What follows belongs to an exercise in optimizing a design on an open flow for small area, a short achievable clock period and few clock cycles per item; a production flow would make more cautious choices. Only simulation tests tie the RTL to the original design; equivalence was not proved. Power figures rest on the tool's default switching activity, not on a simulated workload.

==> flow/design.v <==
module swar_scan (
    input  wire        clk,
    input  wire        rst,
    input  wire        cmd_valid,
    output wire        cmd_ready,
    input  wire [31:0] cmd,
    input  wire [63:0] a,
    input  wire [63:0] b,
    input  wire [7:0]  c,
    output reg         done,
    output reg         err,
    output wire [63:0] res,
    output wire        mem_req_valid,
    input  wire        mem_req_ready,
    output wire [63:0] mem_req_addr,
    input  wire        mem_rsp_valid,
    input  wire [63:0] mem_rsp_data
);
    reg        idle;        
    reg        go;          
    reg        s1, s2;      
    reg        sc;          
    reg        first;       
    reg        rev, str;    
    reg [7:0]  tgt;         
    reg [2:0]  lenlo;       
    reg [63:0] addr;        
    reg [28:0] idx;         
    reg [31:0] u;           
    reg [1:0]  out;         
    reg [1:0]  drop;        
    reg [2:0]  pos;
    reg        nf;          
    reg        hi;          
    reg        iw;          
    reg        ini;         
    reg        pd, pe;      
    wire lp = !idle && !str && !go && !pd && (out == 2'd1) && (drop == 2'd0);
    assign cmd_ready     = idle || (lp && mem_rsp_valid);
    wire sw = str && go && (out == 2'd1) && (drop == 2'd0);
    wire nz = &{|mem_rsp_data[63:56], |mem_rsp_data[55:48], |mem_rsp_data[47:40], |mem_rsp_data[39:32],
                |mem_rsp_data[31:24], |mem_rsp_data[23:16], |mem_rsp_data[15:8],  |mem_rsp_data[7:0]};
    wire thr = str ? (out == drop) : (out != 2'd3);
    assign mem_req_valid = (go && thr) || (sw && mem_rsp_valid && nz);
    assign mem_req_addr  = addr;
    wire req_fire = mem_req_valid && mem_req_ready;
    wire fire = cmd_valid && cmd_ready;
    wire [1:0] cur  = out - drop;
    wire rsp  = mem_rsp_valid && (drop == 2'd0);
    wire last = !go && (cur == 2'd1);
    wire mask_en = (rev ? first : last) && (lenlo != 3'd0);
    reg  [7:0] hit;
    integer i;
    always @* begin
        for (i = 0; i < 8; i = i + 1)
            hit[i] = (mem_rsp_data[8*i +: 8] == tgt) && !(mask_en && (i >= lenlo));
    end
    wire any = |hit;
    reg [2:0] fpos, lpos;
    integer j, k;
    always @* begin
        fpos = 3'd0;
        for (j = 7; j >= 0; j = j - 1)
            if (hit[j]) fpos = j[2:0];
        lpos = 3'd0;
        for (k = 0; k < 8; k = k + 1)
            if (hit[k]) lpos = k[2:0];
    end
    wire decide = rsp && (any || (!str && last));
    wire in_legal = ((cmd[7:0] == 8'h05 || cmd[7:0] == 8'h06) &&
                     cmd[31:12] == 20'd0 && cmd[10:8] == 3'd0)
                 || (cmd[31:0] == 32'h08);
    wire in_rev = cmd[1];
    wire in_str = cmd[3];
    wire in_run = in_legal && (in_str || b[31:0] != 32'd0);
    wire final_req = !str && (u == {31'd0, lenlo == 3'd0});
    integer lv, ii;
    wire        dn = (rev || s2) && !s1 && !sc;
    wire [28:0] alo = addr[31:3];
    reg  [28:0] alo_pp;                   
    always @* begin
        alo_pp = alo ^ {29{dn}};
        for (lv = 0; lv < 5; lv = lv + 1)
            for (ii = 0; ii < 29; ii = ii + 1)
                if ((ii >> lv) & 1)
                    alo_pp[ii] = alo_pp[ii] & alo_pp[((ii >> lv) << lv) - 1];
    end
    wire [28:0] alo_cnt = alo ^ {alo_pp[27:0], 1'b1};
    reg  [28:0] ag, ap;
    always @* begin
        ag = alo & u[28:0];
        ap = alo ^ u[28:0];
        for (lv = 0; lv < 5; lv = lv + 1)
            for (ii = 0; ii < 29; ii = ii + 1)
                if ((ii >> lv) & 1) begin
                    ag[ii] = ag[ii] | (ap[ii] & ag[((ii >> lv) << lv) - 1]);
                    ap[ii] = ap[ii] & ap[((ii >> lv) << lv) - 1];
                end
    end
    wire [28:0] alo_add = alo ^ u[28:0] ^ {ag[27:0], 1'b0};
    wire [28:0] alo_n = s1 ? alo_add : alo_cnt;
    wire        acy = sc || alo_pp[28];
    wire [31:0] ahi = addr[63:32];
    reg  [31:0] ahi_pp;
    always @* begin
        ahi_pp = ahi ^ {32{dn}};
        for (lv = 0; lv < 5; lv = lv + 1)
            for (ii = 0; ii < 32; ii = ii + 1)
                if ((ii >> lv) & 1)
                    ahi_pp[ii] = ahi_pp[ii] & ahi_pp[((ii >> lv) << lv) - 1];
    end
    wire [31:0] ahi_n = ahi ^ ({ahi_pp[30:0], 1'b1} & {32{acy}});
    wire        idn = rev;
    reg  [28:0] idx_pp;
    always @* begin
        idx_pp = idx ^ {29{idn}};
        for (lv = 0; lv < 5; lv = lv + 1)
            for (ii = 0; ii < 29; ii = ii + 1)
                if ((ii >> lv) & 1)
                    idx_pp[ii] = idx_pp[ii] & idx_pp[((ii >> lv) << lv) - 1];
    end
    wire [28:0] idx_n = idx ^ {idx_pp[27:0], 1'b1};
    reg  [31:0] u_pp;
    always @* begin
        u_pp = ~u;
        for (lv = 0; lv < 5; lv = lv + 1)
            for (ii = 0; ii < 32; ii = ii + 1)
                if ((ii >> lv) & 1)
                    u_pp[ii] = u_pp[ii] & u_pp[((ii >> lv) << lv) - 1];
    end
    wire [31:0] u_n = u ^ {u_pp[30:0], 1'b1};
    wire        u_en = str ? (rsp && iw) : req_fire;
    wire [1:0] out_n = out + {1'b0, req_fire} - {1'b0, mem_rsp_valid};
    reg  [1:0] drop_n;
    reg        go_n, str_n;
    always @* begin
        drop_n = drop;
        if (mem_rsp_valid && drop != 2'd0) drop_n = drop - 2'd1;
        if (decide) drop_n = out_n;
        go_n = go;
        if (s1) go_n = !s2 && !ag[28];
        else if (sc) go_n = !s2;
        else if (s2) go_n = 1'b1;
        if (req_fire && final_req) go_n = 1'b0;
        if (decide) go_n = 1'b0;
        str_n = str;
        if (fire) begin
            go_n  = in_run && !in_rev;
            str_n = in_str;
        end
        if (rst) begin
            drop_n = 2'd0;
            go_n   = 1'b0;
        end
    end
    wire [1:0] rst_out_n = rst ? 2'd0 : out_n;
    always @(posedge clk) begin
        done <= 1'b0;
        out  <= rst_out_n;
        drop <= drop_n;
        go   <= go_n;
        str  <= str_n;
        if (rsp) begin
            first <= 1'b0;
            pos   <= rev ? lpos : fpos;
            nf    <= !any;
            hi    <= str && any;
        end
        ini <= 1'b0;
        if (ini) begin
            idx <= rev ? u[28:0] : {29{1'b1}};
            iw  <= 1'b1;
        end else if (rsp && !(rev && first && lenlo != 3'd0)) begin
            idx <= idx_n;
            iw  <= (idx == {{28{1'b1}}, 1'b0});
        end
        sc <= s1 && ag[28];
        s1 <= 1'b0;
        if (s2 && !s1 && !sc)
            s2 <= 1'b0;
        if (s1 || (s2 && !sc) || req_fire)
            addr[31:3] <= alo_n;
        if (sc || (s2 && !s1) || req_fire)
            addr[63:32] <= ahi_n;
        if (u_en)
            u <= u_n;
        if (decide) begin
            idle <= 1'b1;
            done <= 1'b1;
            err  <= 1'b0;
        end
        pd <= 1'b0;
        if (pd) begin
            idle <= 1'b1;
            done <= 1'b1;
            err  <= pe;
            nf   <= 1'b1;
            hi   <= 1'b0;
        end
        if (fire) begin
            pe    <= !in_legal;
            tgt   <= in_str ? 8'h00 : c;
            addr  <= a;
            u     <= in_str ? 32'd0 : {3'd0, b[31:3]};
            lenlo <= b[2:0];
            rev   <= in_rev;
            first <= 1'b1;
            s1    <= in_run && in_rev;
            s2    <= in_run && in_rev && (b[2:0] == 3'd0);
            idle  <= 1'b0;
            ini   <= in_run;
            pd    <= !in_run;
        end
        if (rst) begin
            idle <= 1'b1;
            done <= 1'b0;
            s1   <= 1'b0;
            s2   <= 1'b0;
            sc   <= 1'b0;
            pd   <= 1'b0;
        end
    end
    assign res = {~u & {32{hi}}, {idx, pos} | {32{nf}}};
endmodule
export LEC_CHECK = 0
export CAP_MARGIN = 20
export CORE_MARGIN = 2
export CORE_UTILIZATION = 65
export CTS_BUF_LIST = sky130_fd_sc_hd__clkbuf_8
export SETUP_SLACK_MARGIN = 3.2
export SLEW_MARGIN = 20
create_clock -name core_clock -period 6.5 [get_ports {clk}]
standard.sh (not shown) runs the stock make flow with config.mk's settings and CLKGATE_MAP_FILE= SYNTH_SCRIPT=/design/flow/synth_recipe.tcl, a recipe that flattens the netlist after the stock synthesis.
==> flow/flow/run.sh <==
#!/bin/bash
# Standard ORFS layout, with plain buf_1 cells as the port buffers.
set -euo pipefail
export BUFFER_PORTS_ARGS="-buffer_cell sky130_fd_sc_hd__buf_1"
bash standard.sh synth > synth.log 2>&1
bash standard.sh > layout.log 2>&1
Testbench counts at the start, summed over its fixed seeds: cycles 16,495, commands 1,600.
Edit:
CORE_UTILIZATION = 40   (was 65)
CTS_BUF_LIST = unset   (was sky130_fd_sc_hd__clkbuf_8)
SETUP_SLACK_MARGIN = 3.0   (was 3.2)
Global-route usage decreases by 11 points. Total power climbs by roughly a tenth. Synthesized cell count is unchanged. Design area is lower slightly. Sequential share of layout area climbs by 0.16 points. Maximum frequency grows by a little under a tenth. Worst setup slack improves by 0.26 ns. Clock skew fell by 0.0037 ns. Hold slack got worse by 0.012 ns. Wire length came out higher by a few percent. Synthesized area stays the same.
Edit:
CORE_UTILIZATION = 65   (was 40)
CTS_BUF_LIST = sky130_fd_sc_hd__clkbuf_8   (was unset)
CTS_CLUSTER_DIAMETER = 100   (was unset)
CTS_CLUSTER_SIZE = 40   (was unset)
Result:
- The new run went through all stages and came out clean
- non-clock buffer count went down by 6
- power went down by 9.5%
- core utilization went up by 29 points
- die area went down by 38%
- global-route usage went up by 14 points
- combinational power stays flat
- setup slack is better by 0.058 ns
Edit:
CORE_UTILIZATION = 60   (was 65)
CTS_CLUSTER_DIAMETER = unset   (was 100)
CTS_CLUSTER_SIZE = unset   (was 40)
Die area went up by a little under a tenth.
Power went up slightly.
Sequential cell count stays the same.
Final area went up slightly.
Wire length went down by a few percent.
Hold slack is worse by 0.026 ns.
Worst setup slack barely changes.
Global-route usage went down by 4.0 points.
Non-clock buffer count went up by 9.
Final cell count went up slightly.
Via count went down by a few percent.

-- afterwards: timing with drivers on the ports --
How much do the figures lean on ideal ports? The routed layouts below were timed once more, with nothing changed but the port constraints. Step 1: set_driving_cell puts a clkbuf_16 on clk and a buf_2 on each other input, an assumption about the parent block. Step 2 also shifts input and output timing later by t, the mid clock arrival at the registers, as if the neighbouring blocks saw the same clock. Three values: no drivers, after step 1, after step 2; two values: the first two.
run	t (ns)	setup WS [ns]	worst register clock-pin slew, ns
the first run	0.524	2.673 / 2.641 / 2.520	0.10 / 0.10
the second run	0.488	2.935 / 2.854 / 2.629	0.08 / 0.08
the third run	0.512	2.993 / 2.931 / 2.579	0.10 / 0.10
the fourth run	0.508	2.995 / 2.952 / 2.600	0.10 / 0.10
After both steps every run listed still meets setup and hold. For the third run, which loses most, drivers alone change the setup slack by -0.062 ns; drivers and shift together by -0.414 ns.
